This is an optimization exercise on Yosys and OpenROAD, whose aim is small area, a short achievable clock period and few clock cycles, not a production implementation.
Only simulation tests tie the RTL to the original design; equivalence was not proved.
Power and IR drop assume default switching activity.

==> flow/design.v <==
module bp_unpack (
    input  wire         clk,
    input  wire         rst,
    input  wire         blk_valid,
    output wire         blk_ready,
    input  wire [5:0]   blk_width,
    input  wire         blk_first,
    input  wire         in_valid,
    output wire         in_ready,
    input  wire [127:0] in_data,
    output reg          out_valid,
    input  wire         out_ready,
    output reg  [127:0] out_data
);
    reg        pv;         
    reg [5:0]  pw;
    reg        pf;
    reg        busy;       
    reg [5:0]  width;      
    reg        wz;         
    reg [4:0]  grp;        
    reg [4:0]  s;          
    reg        strad;      
    reg        cons;       
    reg        zf;         
    reg        rv;         
    reg [127:0] R;         
    reg         dv;        
    reg         dz;        
    reg [127:0] D;         
    wire adv  = !out_valid || out_ready;
    wire step = busy && adv && (wz || (rv && (!strad || in_valid)));
    wire last = step && (grp == 5'd31);
    wire take = pv && (!busy || last);
    assign blk_ready = !pv;
    assign in_ready  = !rv || (busy && adv && cons);
    wire [4:0] s_nx = s + width[4:0];
    wire [6:0] t_nx = {2'b0, s_nx} + {1'b0, width};
    wire [31:0] mask;
    genvar k;
    generate
        for (k = 0; k < 32; k = k + 1) begin : mk
            assign mask[k] = (width > k);
        end
    endgenerate
    wire [127:0] fld;
    wire [127:0] value;
    genvar j;
    generate
        for (j = 0; j < 4; j = j + 1) begin : lane
            wire [62:0] win = {in_data[32*j +: 31], R[32*j +: 32]};
            reg  [38:0] l1;
            reg  [32:0] l2;
            reg  [31:0] l3;
            integer i;
            always @* begin
                for (i = 0; i < 39; i = i + 1)
                    case (s[4:3])
                        2'd0: l1[i] = win[i];
                        2'd1: l1[i] = win[i + 8];
                        2'd2: l1[i] = win[i + 16];
                        default: l1[i] = win[i + 24];
                    endcase
                for (i = 0; i < 33; i = i + 1)
                    case (s[2:1])
                        2'd0: l2[i] = l1[i];
                        2'd1: l2[i] = l1[i + 2];
                        2'd2: l2[i] = l1[i + 4];
                        default: l2[i] = l1[i + 6];
                    endcase
                for (i = 0; i < 32; i = i + 1)
                    l3[i] = s[0] ? l2[i + 1] : l2[i];
            end
            assign fld[32*j +: 32] = l3 & mask;
            wire [31:0] off = out_data[32*j +: 32];
            assign value[32*j +: 32] = dz ? D[32*j +: 32] : D[32*j +: 32] + off;
        end
    endgenerate
    always @(posedge clk) begin
        if (in_valid && in_ready)
            R <= in_data;
    end
    always @(posedge clk) begin
        if (rst) begin
            busy      <= 1'b0;
            width     <= 6'd0;
            wz        <= 1'b1;
            grp       <= 5'd0;
            s         <= 5'd0;
            strad     <= 1'b0;
            cons      <= 1'b0;
            zf        <= 1'b0;
            rv        <= 1'b0;
            pv        <= 1'b0;
            dv        <= 1'b0;
            out_valid <= 1'b0;
        end else begin
            if (in_valid && in_ready)
                rv <= 1'b1;
            else if (step && cons)
                rv <= 1'b0;
            if (blk_valid && blk_ready) begin
                pv <= 1'b1;
                pw <= blk_width;
                pf <= blk_first;
            end else if (take) begin
                pv <= 1'b0;
            end
            if (take) begin
                busy  <= 1'b1;
                width <= pw;
                wz    <= (pw == 6'd0);
                grp   <= 5'd0;
                s     <= 5'd0;
                strad <= 1'b0;
                cons  <= (pw == 6'd32);
                zf    <= pf;
            end else if (step) begin
                grp   <= grp + 5'd1;
                s     <= s_nx;
                strad <= (t_nx > 7'd32);
                cons  <= (t_nx >= 7'd32) && !wz;
                zf    <= 1'b0;
                if (last)
                    busy <= 1'b0;
            end
            if (adv) begin
                dv        <= step;
                out_valid <= dv;
            end
        end
    end
    always @(posedge clk) begin
        if (step) begin
            D  <= fld;
            dz <= zf;
        end
        if (adv && dv)
            out_data <= value;
    end
endmodule
Settings: LEC_CHECK=0, CAP_MARGIN=20, CORE_MARGIN=2, CORE_UTILIZATION=55, CTS_BUF_LIST=sky130_fd_sc_hd__clkbuf_8, SETUP_SLACK_MARGIN=4.0, SLEW_MARGIN=20; clock period 7.0 ns.
standard.sh (not shown) runs the stock make flow with config.mk's settings and CLKGATE_MAP_FILE= SYNTH_SCRIPT=/design/flow/synth_recipe.tcl, a recipe that flattens the netlist after the stock synthesis.
==> flow/flow/run.sh <==
#!/bin/bash
# Standard layout, with the port buffers made as buf_1 cells instead of the
# delay-buffer cell buffer_ports picks by default.
export BUFFER_PORTS_ARGS="-buffer_cell sky130_fd_sc_hd__buf_1"
bash standard.sh > standard.log 2>&1
Testbench counts at the start, summed over its fixed seeds: cycles 16,416.
Change:
==> flow/run.sh (new file) <==
#!/bin/bash
# synth_recipe.tcl (not shown) runs the flow's synth.tcl, then flattens the netlist and writes it again
# the make line also repeats each setting of config.mk as NAME=value (left out here)
make -C /OpenROAD-flow-scripts/flow DESIGN_CONFIG=/design/flow/config.mk WORK_HOME=/design/flow/orfs CLKGATE_MAP_FILE= SYNTH_SCRIPT=/design/flow/synth_recipe.tcl finish
- CORE_UTILIZATION: 55 -> 50
- CTS_BUF_LIST: sky130_fd_sc_hd__clkbuf_8 -> unset
- SETUP_SLACK_MARGIN: 4.0 -> 3.6
removed: flow/flow/run.sh
removed: flow/standard.sh
What happened: Power goes up by a few percent. Global-route usage drops by 2.3 points. Wire length is lower slightly. Synthesized area stays the same.
Change:
==> flow/flow/run.sh (new file) <==
#!/bin/bash
# Standard layout, with the port buffers made as buf_1 cells instead of the
# delay-buffer cell buffer_ports picks by default.
export BUFFER_PORTS_ARGS="-buffer_cell sky130_fd_sc_hd__buf_1"
bash standard.sh > standard.log 2>&1
==> flow/standard.sh (new file) <==
#!/bin/bash
# synth_recipe.tcl (not shown) runs the flow's synth.tcl, then flattens the netlist and writes it again
# the make line also repeats each setting of config.mk as NAME=value (left out here)
make -C /OpenROAD-flow-scripts/flow DESIGN_CONFIG=/design/flow/config.mk WORK_HOME=/design/flow/orfs CLKGATE_MAP_FILE= SYNTH_SCRIPT=/design/flow/synth_recipe.tcl "${@:-finish}"
- CORE_UTILIZATION: 50 -> 60
- CTS_BUF_LIST: unset -> sky130_fd_sc_hd__clkbuf_8
- SETUP_SLACK_MARGIN: 3.6 -> 3.9
removed: flow/run.sh
- The changed run went through all stages and came out clean
- core utilization goes up by 8.5 points
- power is lower by 5.0%
- sequential power hardly moves
- routed wire length came out lower by 1.1%
- critical path depth does not change
- count of clock-buffer cells in the layout went up by 14
- worst setup slack is better by 0.013 ns
- via count is higher by 3.2%
- final cell count shrinks by 0.74%
- worst hold slack gains 0.012 ns
Change:
- CORE_UTILIZATION: 60 -> 50
- SETUP_SLACK_MARGIN: 3.9 -> 3.6
The new run finished clean.
Worst setup slack loses 0.089 ns.
Critical path depth is unchanged.
Synthesized cell count does not change.
Flip-flop and latch count is unchanged.
Worst hold slack loses 0.014 ns.
Routed wire length climbs slightly.
Final area drops slightly.
Non-clock buffer count drops by 28.
Die area climbs by about a fifth.
Area after synthesis is unchanged.
Combinational power drops by a few percent.

Setup of run 1:
// bp_unpack: RTL as listed in full above, without the edits since
clock: 7.0 ns
lec_check: 0
cap_margin: 20
core_margin: 2
core_utilization: 50
setup_slack_margin: 3.6
slew_margin: 20
==> flow/flow/run.sh <==
#!/bin/bash
# Standard layout, with the port buffers made as buf_2 cells instead of the
# delay-buffer cell buffer_ports picks by default.
export BUFFER_PORTS_ARGS="-buffer_cell sky130_fd_sc_hd__buf_2"
bash standard.sh > standard.log 2>&1
Testbench counts of run 1, summed over its fixed seeds: cycles 16,416.
Changes in run 2 relative to run 1:
Settings: CTS_BUF_LIST now sky130_fd_sc_hd__clkbuf_8, previously not set; CORE_UTILIZATION now 55, was 50; SETUP_SLACK_MARGIN now 3.8, was 3.6.
==> flow/flow/run.sh <==
#!/bin/bash
# Standard layout, with the port buffers made as buf_1 cells instead of the
# delay-buffer cell buffer_ports picks by default.
export BUFFER_PORTS_ARGS="-buffer_cell sky130_fd_sc_hd__buf_1"
bash standard.sh > standard.log 2>&1
[summary]
Compared with run 1, in run 2 count of cells along the worst register-to-register path down 2, area taken by flip-flops and latches did not really move, total I/O pin count level, total power of the final layout down 87 uW.
As of run 2, global-route wire length before repair had risen slightly compared to run 1.
On shortest clock period the worst path allows after layout: run 2 sits below run 1.
Total detailed-routing wirelength: run 2 vs run 1 — no meaningful difference
Between run 2 and run 1, it is run 2 whose final critical-path share of the clock period is lower, by 1.4 points.
Changes in run 3 relative to run 2:
Settings: CTS_CLUSTER_SIZE now 20, previously not set; SETUP_SLACK_MARGIN now 3.6, was 3.8; CORE_UTILIZATION now 50, was 55.
## What came out
Re final cell count: run 2 was lower than run 3.
Run 3 ended with less global-route wire length before repair than run 2.
From run 2 to run 3 the numbers moved as follows: clock buffer count increased 3, power density relative to cell area essentially unchanged.

## what the ideal ports hide
The flow's constraints put no driver on any port. The routed layouts listed below were extracted and timed again, unchanged, in two steps. Step 1 assumes that a clkbuf_16 drives the clock port and a buf_2 every other input. Step 2 adds t to the input delays and takes it off the output delays; t is the mean of the earliest and latest rising clock arrival at the registers after step 1. Input paths then give back, and output paths get back, about the clock's delay inside the block. Three values: no drivers, after step 1, after step 2; two values: the first two.
run	shift t [ns]	slack for setup (ns)	worst setup path at the end
the first run of note 1	0.718	3.714 / 3.691 / 3.373	input to register
the second run of note 1	0.656	3.711 / 3.686 / 3.164	input to register
the third run of note 1	0.718	3.724 / 3.703 / 3.305	input to register
the fourth run of note 1	0.739	3.635 / 3.611 / 3.056	input to register
run 1	0.658	3.632 / 3.611 / 3.203	input to register
run 2	0.710	3.729 / 3.709 / 3.212	input to register
run 3	0.739	3.635 / 3.611 / 3.056	input to register
After both steps every run listed still meets setup and hold.
